Context: an optimization exercise on an open-source flow, tuned for small area, a short achievable clock period and few clock cycles. The choices shown serve that exercise and are no tape-out recipe.
At most, simulation tests tie the RTL to the original design; equivalence was not proved.
Power and IR drop assume default switching activity.

==> flow/design.v (excerpt) <==
module th_core (
    input  wire        clk,
    input  wire        rst,           
    input  wire        run_start,
    input  wire [31:0] run_budget,    
    output wire        busy,
    output reg         done,
    output wire [31:0] consumed,
    output reg         refused,
    input  wire        host_wr,
    input  wire [4:0]  host_idx,
    input  wire [15:0] host_wdata,
    input  wire        di_req,
    input  wire [1:0]  irq_line,      
    output wire [31:0] pc_o,
    output wire [31:0] st_o,
    output wire        intout,
    output wire        mem_req,
    output wire        mem_we,
    output wire [27:0] mem_addr,
    output wire [15:0] mem_wdata,
    input  wire        mem_ready,
    input  wire [15:0] mem_rdata
);
Size: about 5200 cells after synthesis, roughly 1300 flip-flops, roughly 220 I/O pins, ~0.060 sq mm of cells after synthesis.
export LEC_CHECK = 0
export CAP_MARGIN = 20
export CORE_MARGIN = 2
export CORE_UTILIZATION = 40
export CTS_BUF_LIST = sky130_fd_sc_hd__clkbuf_8
export SLEW_MARGIN = 20
export TNS_END_PERCENT = 0
create_clock -name core_clock -period 12.0 [get_ports {clk}]
standard.sh (not shown) runs the stock make flow with config.mk's settings and CLKGATE_MAP_FILE= SYNTH_SCRIPT=/design/flow/synth_recipe.tcl, a recipe that flattens the netlist after the stock synthesis.
==> flow/flow/run.sh <==
#!/bin/bash
set -euo pipefail
bash standard.sh SETUP_SLACK_MARGIN=8 finish > orfs_make.log 2>&1
The first run completed with no timing, DRC or antenna violations.
Testbench counts at the start, summed over its fixed seeds: cycles 182,188.
Rerun with:
TNS_END_PERCENT = 5   (was 0)
The new run finished clean.
Total power rose by 1.2%.
Via count goes up by 3.0%.
Die area is unchanged.
Non-clock buffer count is higher by 140.
Maximum frequency grows by 2.7%.
Final cell count came out higher by 1.9%.
Clock skew is lower by 0.016 ns.
Cell area grows by 3.9%.
Global-route usage rises by 0.43 points.
Rerun with:
==> flow/flow/run.sh (replaced) <==
#!/bin/bash
set -euo pipefail
bash standard.sh SETUP_SLACK_MARGIN=7 finish > orfs_make.log 2>&1
TNS_END_PERCENT = 2   (was 5)
Sequential power is about the same; global-route usage came out lower by 0.62 points; die area does not change; clock power hardly moves; non-clock buffer count decreases by 175; combinational power drops by about 8%; final cell count falls by 2.3%; total power shrinks by 1.5%.
Rerun with:
==> flow/flow/run.sh (replaced) <==
#!/bin/bash
set -euo pipefail
bash standard.sh SETUP_SLACK_MARGIN=8 finish > orfs_make.log 2>&1
CTS_BUF_LIST = default   (was sky130_fd_sc_hd__clkbuf_8)
TNS_END_PERCENT = 5   (was 2)
Result: Final cell count is higher slightly. Clock power came out higher by about a fifth. Cell area is higher by a few percent. Worst hold slack is better by 0.0053 ns. Die area stays the same. Critical path depth drops by 10. Sequential power stays flat. Worst setup slack is better by 0.22 ns. Synthesized area stays the same.


th_core again, from the RTL that the note above started with.
export LEC_CHECK = 0
export CAP_MARGIN = 20
export CORE_MARGIN = 2
export CORE_UTILIZATION = 40
export SLEW_MARGIN = 20
export TNS_END_PERCENT = 5
create_clock -name core_clock -period 12.0 [get_ports {clk}]
==> flow/flow/run.sh <==
#!/bin/bash
set -euo pipefail
bash standard.sh SETUP_SLACK_MARGIN=8 "BUFFER_PORTS_ARGS=-buffer_cell sky130_fd_sc_hd__buf_4" finish > orfs_make.log 2>&1
The first run completed with no timing, DRC or antenna violations.
Testbench counts at the start, summed over its fixed seeds: cycles 182,188.
==> next run, changes <==
==> flow/flow/run.sh (replaced) <==
#!/bin/bash
set -euo pipefail
bash standard.sh SETUP_SLACK_MARGIN=8 finish > orfs_make.log 2>&1
Settings changed: CTS_CLUSTER_SIZE set to 30, TNS_END_PERCENT 5 to 2.
After rerunning: The new run went through all stages and came out clean; combinational power is about the same; utilization falls by 0.14 points; worst setup slack is worse by 0.022 ns; clock skew falls by 0.018 ns; area after synthesis stays the same; maximum frequency falls slightly; final area hardly moves.
==> next run, changes <==
==> flow/flow/run.sh (replaced) <==
#!/bin/bash
set -euo pipefail
bash standard.sh SETUP_SLACK_MARGIN=9 finish > orfs_make.log 2>&1
Settings changed: CTS_BUF_LIST set to sky130_fd_sc_hd__clkbuf_8, CTS_CLUSTER_SIZE 30 to not set.
=> Non-clock buffer count came out higher by 59; worst setup slack improved by 0.046 ns; final area went up by 1.1%; die area does not change; count of clock-buffer cells in the layout increases by 33; wire length rises by 4.5%; maximum frequency grows by 0.93%; core utilization climbs by 0.55 points; power decreases by 2.9%; cell count climbs by 2.5%; via count rose by 2.3%.
==> next run, changes <==
==> flow/flow/run.sh (replaced) <==
#!/bin/bash
set -euo pipefail
bash standard.sh SETUP_SLACK_MARGIN=10 finish > orfs_make.log 2>&1
Settings changed: TNS_END_PERCENT 2 to 5.
What happened: Final area hardly moves. Register-to-register slack gets worse by 0.03 ns. Final cell count barely changes. Wire length went down by a few percent. Die area stays the same. Core utilization stays flat. Fmax climbs slightly. Clock power decreases by a few percent.
==> next run, changes <==
==> flow/flow/run.sh (replaced) <==
#!/bin/bash
set -euo pipefail
bash standard.sh SETUP_SLACK_MARGIN=8 finish > orfs_make.log 2>&1
Settings changed: TNS_END_PERCENT 5 to 2.
Cell area fell by about 3%; sequential power stays flat; setup slack is worse by 0.054 ns; wire length fell by 1.6%; hold slack is better by 0.012 ns.


th_core, a different RTL version from the one above (not shown whole).
Size in the first run: about 5200 cells after synthesis, roughly 1300 flip-flops, ~220 I/O pins.
Settings: LEC_CHECK=0, CAP_MARGIN=20, CORE_MARGIN=2, CORE_UTILIZATION=50, CTS_BUF_LIST=sky130_fd_sc_hd__clkbuf_8, PLACE_DENSITY=0.65, SLEW_MARGIN=20, TNS_END_PERCENT=5; clock period 12.0 ns.
==> flow/flow/run.sh <==
#!/bin/bash
set -euo pipefail
bash standard.sh SETUP_SLACK_MARGIN=8 "BUFFER_PORTS_ARGS=-buffer_cell sky130_fd_sc_hd__buf_4" finish > orfs_make.log 2>&1
The baseline ran to the end with no violations.
Next try:
CORE_UTILIZATION = 40   (was 50)
PLACE_DENSITY = default   (was 0.65)
After rerunning: The new run completed with no timing, DRC or antenna violations. Total power climbs by 2.1%. Count of clock-buffer cells in the layout went up by 12. Fmax increases by 2.7%. Register-to-register slack gets better by 0.19 ns. Worst setup slack improves by 0.15 ns. Critical path depth falls by 7. Die area is higher by 25%.
No functional check of the RTL was part of any run of this note.


Setup of the reference run:
Another version of the RTL of th_core (not shown whole).
Size in the first run: about 5500 cells after synthesis, ~1300 flip-flops, roughly 220 I/O pins, ~62000 sq um of cells after synthesis.
Settings: LEC_CHECK=0, CAP_MARGIN=20, CORE_MARGIN=2, CORE_UTILIZATION=40, SLEW_MARGIN=20, TNS_END_PERCENT=5; clock period 12.0 ns.
==> flow/flow/run.sh <==
#!/bin/bash
set -euo pipefail
bash standard.sh SETUP_SLACK_MARGIN=8 finish > orfs_make.log 2>&1
Every stage of the flow completed for the reference run, and the final layout passed the timing, DRC and antenna checks.
Testbench counts of the reference run, summed over its fixed seeds: cycles 182,188.
Input changes introduced in the trial run (baseline for comparison: the reference run):
==> flow/flow/run.sh <==
#!/bin/bash
set -euo pipefail
bash standard.sh SETUP_SLACK_MARGIN=7 finish > orfs_make.log 2>&1
==> notes.md <==
- The trial run vs the reference run: layout overhead on the synthesized area down in the trial run
- On overall global routing resource usage: between the reference run and the trial run, it ends up lower for the trial run.
- Sort the reference run and the trial run by area taken by multi-input logic gates, descending, and the reference run comes first.
- Taking the reference run as the reference point, the met2 demand-to-capacity share in global routing of the trial run falls by 1.2 points.
- Looking at final worst-path cycle share, the trial run sits 1.1 points above the reference run.
- [compare] base=the reference run new=the trial run: fraction of power spent switching nets went up 0.47 points; setup slack went down 0.13 ns.
- The trial run vs. the reference run: sequential share of layout area higher; routed wire length lower.


th_core, a different RTL version from the one above (not shown whole).
Size: about 5500 cells after synthesis, ~1300 flip-flops, about 220 I/O pins, about 62000 um^2 of cells after synthesis.
clock: 12.0 ns
lec_check: 0
cap_margin: 20
core_margin: 2
core_utilization: 40
slew_margin: 20
run.sh (not shown) runs the stock make flow with config.mk's settings and CLKGATE_MAP_FILE= SYNTH_SCRIPT=/design/flow/synth_recipe.tcl, a recipe that flattens the netlist after the stock synthesis.
Stock flow here: none of the scripts above is used.
Testbench counts at the start, summed over its fixed seeds: cycles 182,188.
Edit:
==> flow/flow/run.sh (new file) <==
#!/bin/bash
set -euo pipefail
bash standard.sh SETUP_SLACK_MARGIN=8 finish > orfs_make.log 2>&1
==> flow/standard.sh (new file) <==
#!/bin/bash
# synth_recipe.tcl (not shown) runs the flow's synth.tcl, then flattens the netlist and writes it again
# the make line also repeats each setting of config.mk as NAME=value (left out here)
make -C /OpenROAD-flow-scripts/flow DESIGN_CONFIG=/design/flow/config.mk WORK_HOME=/design/flow/orfs CLKGATE_MAP_FILE= SYNTH_SCRIPT=/design/flow/synth_recipe.tcl "${@:-finish}"
removed: flow/run.sh
The new run finished clean.
Combinational power goes up by well over a third.
Via count increases by roughly a tenth.
Final cell count goes up by a little under a tenth.
Hold slack is worse by 0.030 ns.
Worst setup slack is better by 2.3 ns.
Core utilization is higher by 8.7 points.
Power came out higher by roughly a tenth.
Final area rises by about a fifth.
Fmax is higher by well over a third.
Global-route usage rose by 2.9 points.
Critical path depth increases by 10.
Edit:
==> flow/run.sh (new file) <==
#!/bin/bash
# synth_recipe.tcl (not shown) runs the flow's synth.tcl, then flattens the netlist and writes it again
# the make line also repeats each setting of config.mk as NAME=value (left out here)
make -C /OpenROAD-flow-scripts/flow DESIGN_CONFIG=/design/flow/config.mk WORK_HOME=/design/flow/orfs CLKGATE_MAP_FILE= SYNTH_SCRIPT=/design/flow/synth_recipe.tcl finish
- SETUP_SLACK_MARGIN: unset -> 5
removed: flow/flow/run.sh
removed: flow/standard.sh
Result: Worst setup slack got worse by 1.5 ns. Fmax is lower by 22%. Synthesized cell count stays the same.


Setup of build 50:
Another version of the RTL of th_core (not shown whole).
Size in the first run: about 5600 cells after synthesis, about 1300 flip-flops, roughly 220 I/O pins, roughly 61000 sq um of cells after synthesis.
==> flow/config.mk <==
export PLATFORM = sky130hd
export DESIGN_NAME = th_core
export DESIGN_NICKNAME = th_core
export VERILOG_FILES = /design/flow/design.v
export SDC_FILE = /design/flow/constraint.sdc
export NUM_CORES = 4
export LEC_CHECK = 0
export CAP_MARGIN = 20
export CORE_MARGIN = 2
export CORE_UTILIZATION = 40
export SLEW_MARGIN = 20
==> flow/constraint.sdc <==
create_clock -name core_clock -period 12.0 [get_ports {clk}]
set_input_delay 2.4000 -clock core_clock [delete_from_list [all_inputs] [get_ports {clk}]]
set_output_delay 2.4000 -clock core_clock [all_outputs]
set_load 0.01 [all_outputs]
Stock flow here: none of the scripts above is used.
Testbench counts of build 50, summed over its fixed seeds: cycles 182,188.
Inputs modified between build 50 and build 14:
==> flow/flow/run.sh (new file) <==
#!/bin/bash
set -euo pipefail
bash standard.sh SETUP_SLACK_MARGIN=8 finish > orfs_make.log 2>&1
==> flow/standard.sh (new file) <==
#!/bin/bash
# synth_recipe.tcl (not shown) runs the flow's synth.tcl, then flattens the netlist and writes it again
# the make line also repeats each setting of config.mk as NAME=value (left out here)
make -C /OpenROAD-flow-scripts/flow DESIGN_CONFIG=/design/flow/config.mk WORK_HOME=/design/flow/orfs CLKGATE_MAP_FILE= SYNTH_SCRIPT=/design/flow/synth_recipe.tcl "${@:-finish}"
removed: flow/run.sh
==> comparison <==
Across build 50 and build 14, none had a timing, DRC or antenna violation. Diff build 50 -> build 14: wire length moved up; core utilization has increased; maximum frequency higher; antenna diode count higher.
Input-level comparison between build 85 and build 14:
==> flow/run.sh (new file) <==
#!/bin/bash
# synth_recipe.tcl (not shown) runs the flow's synth.tcl, then flattens the netlist and writes it again
# the make line also repeats each setting of config.mk as NAME=value (left out here)
make -C /OpenROAD-flow-scripts/flow DESIGN_CONFIG=/design/flow/config.mk WORK_HOME=/design/flow/orfs CLKGATE_MAP_FILE= SYNTH_SCRIPT=/design/flow/synth_recipe.tcl finish
--- a/flow/config.mk
+++ b/flow/config.mk
@@ -10,0 +11 @@
+export SETUP_SLACK_MARGIN = 5
removed: flow/flow/run.sh
removed: flow/standard.sh
Results
- Per the comparison of build 85 with build 14, ratio of total power to cell area rose by about 8%, post-placement setup slack fell by 660 ps, final area fell by 12%.


== trial 36 ==
th_core, a different RTL version from the one above (not shown whole).
Size in the first run: about 1,300 flip-flops, roughly 220 I/O pins.
// th_core
module th_core (
    input  wire        clk,
    input  wire        rst,           
    input  wire        run_start,
    input  wire [31:0] run_budget,    
    output wire        busy,
    output reg         done,
    output wire [31:0] consumed,
    output reg         refused,
    input  wire        host_wr,
    input  wire [4:0]  host_idx,
    input  wire [15:0] host_wdata,
    input  wire        di_req,
    input  wire [1:0]  irq_line,      
    output wire [31:0] pc_o,
    output wire [31:0] st_o,
    output wire        intout,
    output wire        mem_req,
    output wire        mem_we,
    output wire [27:0] mem_addr,
    output wire [15:0] mem_wdata,
    input  wire        mem_ready,
    input  wire [15:0] mem_rdata
);
    localparam [31:0] ST_INIT   = 32'h0000_0010;
    localparam        IE_BIT    = 21;
    localparam [11:0] K_NOP  = 12'h000;
    localparam [11:0] K_MOVI = 12'h001;
    localparam [11:0] K_ADDI = 12'h002;
    localparam [11:0] K_DSJ  = 12'h003;
    localparam [11:0] K_STL  = 12'h004;
    localparam [11:0] K_LDL  = 12'h005;
    localparam [11:0] K_STW  = 12'h006;
    localparam [11:0] K_LDW  = 12'h007;
    localparam [11:0] K_EINT = 12'h008;
    localparam [11:0] K_DINT = 12'h009;
    localparam [11:0] K_RETI = 12'h00A;
    localparam [11:0] K_JMPA = 12'h00B;
    localparam [11:0] K_TSTOP= 12'h00C;
    localparam I_IDLE = 0,  I_F = 1,  I_O1 = 2,  I_O2 = 3,  I_D1 = 4,  I_D2 = 5,
               I_FIN = 6,   I_BOOT0 = 7, I_BOOT1 = 8,
               I_INT0 = 9,  I_INT1 = 10, I_INT2 = 11, I_INT3 = 12, I_INT4 = 13,
               I_INT5 = 14, I_INT6 = 15, I_INT7 = 16,
               I_R0 = 17,   I_R1 = 18,   I_R2 = 19,   I_R3 = 20,   I_R4 = 21;
    localparam NS = 22;
    reg  [NS-1:0] S;
    reg  [NS-1:0] Sn;
    wire sIDLE = S[I_IDLE], sF = S[I_F], sO1 = S[I_O1], sO2 = S[I_O2], sD1 = S[I_D1], sD2 = S[I_D2];
  ...
export LEC_CHECK = 0
export CAP_MARGIN = 20
export CORE_MARGIN = 2
export CORE_UTILIZATION = 40
export CTS_BUF_LIST = sky130_fd_sc_hd__clkbuf_8
export SLEW_MARGIN = 20
export TNS_END_PERCENT = 5
create_clock -name core_clock -period 12.0 [get_ports {clk}]
standard.sh (not shown) runs the stock make flow with config.mk's settings and CLKGATE_MAP_FILE= SYNTH_SCRIPT=/design/flow/synth_recipe.tcl, a recipe that flattens the netlist after the stock synthesis.
==> flow/flow/run.sh <==
#!/bin/bash
set -euo pipefail
bash standard.sh SETUP_SLACK_MARGIN=8 finish > orfs_make.log 2>&1
Changes in trial 98 relative to trial 36:
==> flow/flow/run.sh <==
#!/bin/bash
set -euo pipefail
bash standard.sh SETUP_SLACK_MARGIN=8 "BUFFER_PORTS_ARGS=-buffer_cell sky130_fd_sc_hd__buf_4" finish > orfs_make.log 2>&1
Findings:
Trial 98 did not stop at any stage, and its layout met the timing, DRC and antenna checks. Taking trial 36 as the reference, in trial 98 routed wire length increased about 3%, via count of the first global-routing pass increased 597, worst IR drop on VDD increased 7.6 uV, wire length on met3 increased 1.4 mm, multi-input gate share of the layout cell area increased 0.34 points. Relative to trial 36, the clock-pin slew on the worst setup and hold paths of trial 98 is higher by 20 ps. Against trial 36 as the reference, trial 98 delivers a lower count of fill cells added during filler insertion. Summary — final critical-path share of the clock period, trial 98 relative to trial 36: lower, by 1.7 points. Trial 98 against trial 36: clock period minus final worst setup slack fell by 210 ps; latest clock arrival within the worst-skew pair rose by 30 ps.
No functional check of the RTL was part of any run of this note.

[separate check: timing with driven ports]
How much do the figures lean on ideal ports? The routed layouts below were timed once more, with nothing changed but the port constraints. Step 1: set_driving_cell puts a clkbuf_16 on clk and a buf_2 on each other input, an assumption about the parent block. Step 2 also shifts input and output timing later by t, the mid clock arrival at the registers, as if the neighbouring blocks saw the same clock. Three values: ideal, step 1, step 2; two values: the first two.
run | shift t [ns] | setup WS [ns] | worst slew at a driven data input, ns
the first run of note 1 | 1.054 | 6.952 / 6.904 / 5.850 | 0.22
the second run of note 1 | 1.056 | 7.085 / 6.998 / 6.032 | 0.24
the third run of note 1 | 1.046 | 6.733 / 6.741 / 5.695 | 0.22
the fourth run of note 1 | 0.893 | 6.951 / 6.863 / 6.043 | 0.24
the first run of note 2 | 0.863 | 7.039 / 7.064 / 6.201 | 0.23
the second run of note 2 | 0.863 | 7.018 / 6.961 / 6.098 | 0.23
the third run of note 2 | 1.050 | 7.064 / 6.981 / 6.091 | 0.26
the fourth run of note 2 | 1.039 | 7.115 / 7.039 / 6.047 | 0.20
the fifth run of note 2 | 1.023 | 7.061 / 6.984 / 6.104 | 0.20
the first run of note 3 | 1.056 | 6.479 / 6.395 / 6.097 | 0.15
the second run of note 3 | 1.062 | 6.624 / 6.542 / 6.046 | 0.11
the reference run | 0.884 | 6.691 / 6.649 / 6.056 | 0.12
the trial run | 0.886 | 6.562 / 6.614 / 5.728 | 0.14
the first run of note 5 | 0.875 | 4.273 / 4.273 / 4.175 | 0.27
the second run of note 5 | 0.886 | 6.602 / 6.602 / 6.051 | 0.20
the third run of note 5 | 0.872 | 5.058 / 4.979 / 4.837 | 0.25
build 50 | 0.881 | 4.338 / 4.398 / 3.517 | 0.19
build 14 | 0.871 | 6.042 / 6.083 / 5.212 | 0.16
build 85 | 0.877 | 4.858 / 4.866 / 3.988 | 0.20
trial 36 | 1.042 | 6.807 / 6.800 / 5.815 | 0.16
trial 98 | 1.056 | 7.017 / 6.925 / 6.063 | 0.15
After both steps every run listed still meets setup and hold. For the first run of note 1, which loses most, drivers alone change the setup slack by -0.048 ns; drivers and shift together by -1.102 ns.
